From an optimization exercise on the open Yosys and OpenROAD flow, aimed at small area; shortcuts taken in it are not production practice.
RTL that was checked went through simulation tests only; none was proved equivalent to the original.
The clock port is modelled as an ideal driver; clocking choices that lean on that would not hold on a real chip.
Power and IR drop assume default switching activity.

Setup of v6:
## me221_fe
module me221_fe (
    input  wire        clk,
    input  wire        rst,          
    input  wire        cmd_valid,
    input  wire [15:0] cmd,
    output reg         resp_valid,
    output reg  [17:0] resp          
);
    localparam [3:0] OP_NOP = 4'h0, OP_CK_CLR = 4'h1, OP_CK_UPD = 4'h2,
                     OP_CK_RD = 4'h3, OP_RX_RST = 4'h4, OP_RX_PUSH = 4'h5,
                     OP_RX_RD = 4'h6, OP_TX_SET = 4'h7, OP_TX_GO = 4'h8,
                     OP_TX_STEP = 4'h9, OP_TX_RD = 4'hA, OP_TX_RST = 4'hB;
    localparam [4:0] S_ZERO = 5'd0,  S_CKE = 5'd1,
                     S_RXPUSH = 5'd2, S_TXSTEP = 5'd3, S_RXRLO = 5'd4,
                     S_ILLEGAL = 5'd5, S_REFUSED = 5'd6, S_TXPAY = 5'd7,
                     S_RXST = 5'd8,  S_RXLEN = 5'd9,  S_RXTYP = 5'd10,
                     S_RXCLS = 5'd11, S_RXCMD = 5'd12, S_RXR = 5'd13,
                     S_RXBA = 5'd14,
                     S_TXST = 5'd16, S_TXLEN = 5'd17, S_TXTYP = 5'd18,
                     S_TXCLS = 5'd19, S_TXCMD = 5'd20, S_TXBA = 5'd21,
                     S_TXPCNT = 5'd22;
    wire [3:0] op   = cmd[15:12];
    wire [3:0] sel  = cmd[11:8];
    wire [7:0] data = cmd[7:0];
    wire sel_zero  = (sel == 4'h0);
    wire data_zero = (data == 8'h00);
    reg legal;
    always @(*) begin
        case (op)
            OP_NOP, OP_CK_CLR, OP_CK_RD, OP_RX_RST, OP_TX_GO, OP_TX_RST:
                legal = sel_zero && data_zero;
  ...
Size in the first run: about 900 cells after synthesis, ~38 I/O pins, about 0.010 sq mm of cells after synthesis.
export LEC_CHECK = 0
export ABC_AREA = 1
export CAP_MARGIN = 20
export CORE_MARGIN = 2
export CORE_UTILIZATION = 55
export GPL_TIMING_DRIVEN = 0
export SLEW_MARGIN = 20
create_clock -name core_clock -period 8.0 [get_ports {clk}]
standard.sh (not shown) runs the stock make flow with config.mk's settings and CLKGATE_MAP_FILE= SYNTH_SCRIPT=/design/flow/synth_recipe.tcl, a recipe that flattens the netlist after the stock synthesis.
==> flow/flow/run.sh <==
#!/bin/bash
# Own layout flow: the standard ORFS flow (standard.sh), except for
#  - synthesis: the same script (synth_recipe.tcl), but ABC maps with the
#    area-oriented script flow/abc_area.script instead of ORFS's;
#  - clock tree: the clock_tree_synthesis options in flow/cts.args
#    (smaller buffers, no dummy loads);
#  - port buffers: buf_1 cells.
# Each tool's output goes to the ORFS logs under orfs/logs and to flow.log.
set -euo pipefail
here=$(pwd)
cat > my_synth.tcl <<EOF
proc abc {args} {
  set i [lsearch -exact \$args -script]
  if {\$i >= 0} { lset args [expr {\$i + 1}] $here/flow/abc_area.script }
  yosys abc {*}\$args
}
source $here/synth_recipe.tcl
EOF
CTS="$(tr '\n' ' ' < flow/cts.args)"
BUFP="-buffer_cell sky130_fd_sc_hd__buf_1"
sed -e "s#SYNTH_SCRIPT=[^ ]*#SYNTH_SCRIPT=$here/my_synth.tcl#" \
    -e "s#\"\${@:-finish}\"#CTS_ARGS=\"$CTS\" BUFFER_PORTS_ARGS=\"$BUFP\" \"\${@:-finish}\"#" \
    standard.sh > my_standard.sh
bash my_standard.sh > flow.log 2>&1
==> flow/flow/abc_area.script <==
strash
ifraig
scorr
dc2
strash
&get -n
&deepsyn -T 60
&dch -f
&nf -R 1000 -E 100 -p
&put
==> flow/flow/cts.args <==
-sink_clustering_enable -repair_clock_nets -dont_use_dummy_load -buf_list sky130_fd_sc_hd__clkbuf_8 -sink_clustering_size 24 -sink_clustering_max_diameter 100
#### Input delta (v7 over v6)
==> flow/flow/abc_area.script <==
strash
ifraig
scorr
dc2
strash
&get -n
&dch -f
&nf -R 1000 -E 100 -p
&put
==> flow/flow/cts.args <==
-sink_clustering_enable -repair_clock_nets -dont_use_dummy_load -buf_list sky130_fd_sc_hd__clkbuf_16 -sink_clustering_size 50 -sink_clustering_max_diameter 250
==> results.txt <==
v7 vs v6: combinational power share down
v7 vs v6, cell with the largest stage delay on the worst path: sky130_fd_sc_hd__nor2b_1 vs sky130_fd_sc_hd__nor4bb_4
Re minimum clock period: v6 and v7 aren't equal, and the lower value belongs to v7.
v7 vs v6: worst setup slack up
Against v6, v7 comes in about 7% higher on wire length of the first global-routing pass.
Filler cell count is higher on v6
Delta (v7 minus v6): final area went up by about 3%, number of global-route vias before repair went up by 3.0%, post-route clock period utilization went down by 3.3 points.
Compared with v6, v7 shows synthesized area that has gone up slightly.
Function was not checked in any run of this note: the RTL went through the layout flow alone.

---

Another version of the RTL of me221_fe (not shown whole).
Size: about 0.0099 mm2 of cells after synthesis.
Design me221_fe, start of the top module:
module me221_fe (
    input  wire        clk,
    input  wire        rst,          
    input  wire        cmd_valid,
    input  wire [15:0] cmd,
    output reg         resp_valid,
    output reg  [17:0] resp          
);
    localparam [3:0] OP_NOP = 4'h0, OP_CK_CLR = 4'h1, OP_CK_UPD = 4'h2,
                     OP_CK_RD = 4'h3, OP_RX_RST = 4'h4, OP_RX_PUSH = 4'h5,
                     OP_RX_RD = 4'h6, OP_TX_SET = 4'h7, OP_TX_GO = 4'h8,
                     OP_TX_STEP = 4'h9, OP_TX_RD = 4'hA, OP_TX_RST = 4'hB;
    localparam [4:0] S_ZERO = 5'd0,  S_CKE = 5'd1,
                     S_RXPUSH = 5'd2, S_TXSTEP = 5'd3, S_RXRLO = 5'd4,
                     S_ILLEGAL = 5'd5, S_REFUSED = 5'd6, S_TXPAY = 5'd7,
                     S_RXST = 5'd8,  S_RXLEN = 5'd9,  S_RXTYP = 5'd10,
                     S_RXCLS = 5'd11, S_RXCMD = 5'd12, S_RXR = 5'd13,
                     S_RXBA = 5'd14,
                     S_TXST = 5'd16, S_TXLEN = 5'd17, S_TXTYP = 5'd18,
                     S_TXCLS = 5'd19, S_TXCMD = 5'd20, S_TXBA = 5'd21,
                     S_TXPCNT = 5'd22;
    wire [3:0] op   = cmd[15:12];
    wire [3:0] sel  = cmd[11:8];
    wire [7:0] data = cmd[7:0];
    wire sel_zero  = (sel == 4'h0);
    wire data_zero = (data == 8'h00);
    reg legal;
    always @(*) begin
        case (op)
            OP_NOP, OP_CK_CLR, OP_CK_RD, OP_RX_RST, OP_TX_GO, OP_TX_RST:
                legal = sel_zero && data_zero;
            OP_CK_UPD, OP_RX_PUSH, OP_TX_STEP:
                legal = sel_zero;
            OP_RX_RD:  legal = !sel[3] && data_zero;
  ...
==> flow/config.mk <==
export PLATFORM = sky130hd
export DESIGN_NAME = me221_fe
export DESIGN_NICKNAME = me221_fe
export VERILOG_FILES = /design/flow/design.v
export SDC_FILE = /design/flow/constraint.sdc
export NUM_CORES = 4
export LEC_CHECK = 0
export ABC_AREA = 1
export CAP_MARGIN = 5
export CORE_MARGIN = 2
export CORE_UTILIZATION = 55
export GPL_TIMING_DRIVEN = 0
export SLEW_MARGIN = 5
==> flow/constraint.sdc <==
create_clock -name core_clock -period 8.0 [get_ports {clk}]
set_input_delay 1.6000 -clock core_clock [delete_from_list [all_inputs] [get_ports {clk}]]
set_output_delay 1.6000 -clock core_clock [all_outputs]
set_load 0.01 [all_outputs]
==> flow/flow/abc_area.script <==
strash
ifraig
scorr
dc2
strash
&get -n
&deepsyn -T 60
&dch -f
&nf -R 1000 -E 100 -p
&put
strash
&get -n
&dch -f
&nf -R 1000 -E 100 -p
&put
==> flow/flow/cts.args <==
-sink_clustering_enable -repair_clock_nets -dont_use_dummy_load -buf_list sky130_fd_sc_hd__clkbuf_8 -sink_clustering_size 24 -sink_clustering_max_diameter 100
Scripts as last shown in full above: flow/flow/run.sh
The first run completed, yet does not pass: capacitance limit, slew limit.
==> next run, changes <==
==> flow/flow/abc_area.script (replaced) <==
strash
ifraig
scorr
dc2
strash
&get -n
&deepsyn -T 60
&dch -f
&nf -R 1000 -E 100 -p
&put
- CAP_MARGIN: 5 -> 20
- SLEW_MARGIN: 5 -> 20
Now the flow produced a clean layout.
Final cell count climbs slightly.
Total power goes down slightly.
Count of clock-buffer cells in the layout is unchanged.
Cell area came out higher slightly.
Sequential power barely changes.
Maximum frequency goes up by a few percent.
Global-route usage came out lower by 3.0 points.
Via count decreases slightly.
Routed wire length is lower by a few percent.

---

Another version of the RTL of me221_fe (not shown whole).
For scale: roughly 890 cells after synthesis, ~190 flip-flops, roughly 38 I/O pins, ~10000 sq um of cells after synthesis.
export LEC_CHECK = 0
export ABC_AREA = 1
export CAP_MARGIN = 20
export CORE_MARGIN = 2
export CORE_UTILIZATION = 40
export SLEW_MARGIN = 20
create_clock -name core_clock -period 8.0 [get_ports {clk}]
==> flow/flow/run.sh <==
#!/bin/bash
# Own layout flow: the standard ORFS flow (standard.sh), except for
#  - synthesis: the same script (synth_recipe.tcl), but ABC maps with the
#    area-oriented script flow/abc_area.script instead of ORFS's;
#  - clock tree: smaller clock buffers, no dummy loads;
#  - port buffers: buf_1 cells.
# Each tool's output goes to the ORFS logs under orfs/logs and to flow.log.
set -euo pipefail
here=$(pwd)
cat > my_synth.tcl <<EOF
proc abc {args} {
  set i [lsearch -exact \$args -script]
  if {\$i >= 0} { lset args [expr {\$i + 1}] $here/flow/abc_area.script }
  yosys abc {*}\$args
}
source $here/synth_recipe.tcl
EOF
CTS="-sink_clustering_enable -repair_clock_nets -dont_use_dummy_load -buf_list sky130_fd_sc_hd__clkbuf_8 -sink_clustering_size 24 -sink_clustering_max_diameter 100"
BUFP="-buffer_cell sky130_fd_sc_hd__buf_1"
sed -e "s#SYNTH_SCRIPT=[^ ]*#SYNTH_SCRIPT=$here/my_synth.tcl#" \
    -e "s#\"\${@:-finish}\"#CTS_ARGS=\"$CTS\" BUFFER_PORTS_ARGS=\"$BUFP\" \"\${@:-finish}\"#" \
    standard.sh > my_standard.sh
bash my_standard.sh > flow.log 2>&1
==> flow/flow/abc_area.script <==
strash
ifraig
scorr
dc2
strash
&get -n
&dch -f
&nf -R 1000 -E 100 -p
&put
The baseline completed with no timing, DRC or antenna violations.
Then changed:
==> flow/run.sh (new file) <==
#!/bin/bash
# synth_recipe.tcl (not shown) runs the flow's synth.tcl, then flattens the netlist and writes it again
# the make line also repeats each setting of config.mk as NAME=value (left out here)
make -C /OpenROAD-flow-scripts/flow DESIGN_CONFIG=/design/flow/config.mk WORK_HOME=/design/flow/orfs CLKGATE_MAP_FILE= SYNTH_SCRIPT=/design/flow/synth_recipe.tcl finish
--- a/flow/config.mk
+++ b/flow/config.mk
@@ -11 +11,5 @@
-export CORE_UTILIZATION = 40
+export CORE_UTILIZATION = 60
+export CTS_BUF_LIST = sky130_fd_sc_hd__clkbuf_8
+export CTS_CLUSTER_DIAMETER = 100
+export CTS_CLUSTER_SIZE = 24
+export GPL_TIMING_DRIVEN = 0
removed: flow/flow/run.sh
removed: flow/flow/abc_area.script
removed: flow/standard.sh
Result: Global-route usage goes up by 12 points; clock power goes up by about 30%; wire length climbs by about 6.4%; non-clock buffer count falls by 53; combinational power went up by about 20%; setup slack stays flat; area after synthesis rises by about 10%; final area goes up by about 7%; sequential cell count is unchanged; final cell count came out higher by about 20%; sequential power stays flat.
Then changed:
--- a/flow/config.mk
+++ b/flow/config.mk
@@ -11,5 +11 @@
-export CORE_UTILIZATION = 60
-export CTS_BUF_LIST = sky130_fd_sc_hd__clkbuf_8
-export CTS_CLUSTER_DIAMETER = 100
-export CTS_CLUSTER_SIZE = 24
-export GPL_TIMING_DRIVEN = 0
+export CORE_UTILIZATION = 40
Total power grows by roughly a tenth; wire length rises by a little under a tenth; global-route usage decreases by 12 points; die area rose by well over a third; sequential cell count stays the same.

-- re-timing with driven ports --
In the flow no input, the clock included, has a driving cell. The finished layouts below were timed again as built, in two steps. Step 1: set_driving_cell puts a clkbuf_16 on clk and a buf_2 on each other input, an assumption about the parent block. Step 2 adds t to the input delays and takes it off the output delays; t is the mean of the earliest and latest rising clock arrival at the registers after step 1. Input paths then give back, and output paths get back, about the clock's delay inside the block. Three values: ideal, step 1, step 2; two values: the first two.
run | t (ns) | setup WS [ns] | worst slew at a driven data input, ns | slew violations
v6 | 0.516 | 0.309 / 0.329 / -0.187 | 0.03 | 0 / 0
v7 | 0.486 | 0.574 / 0.603 / 0.117 | 0.04 | 0 / 0
the first run of note 2 | 0.504 | 0.471 / 0.480 / -0.024 | 0.03 | 16 / 17
the second run of note 2 | 0.507 | 0.872 / 0.890 / 0.383 | 0.03 | 0 / 0
the first run of note 3 | 0.502 | 0.349 / 0.374 / -0.128 | 0.05 | 0 / 0
the second run of note 3 | 0.524 | 0.350 / 0.370 / -0.153 | 0.04 | 0 / 0
the third run of note 3 | 0.494 | 0.393 / 0.421 / -0.073 | 0.03 | 0 / 0
The drivers bring new slew violations in the first run of note 2. The setup slack of the second run of note 3, which loses most, moves by +0.020 ns with the drivers and by -0.503 ns with both steps.
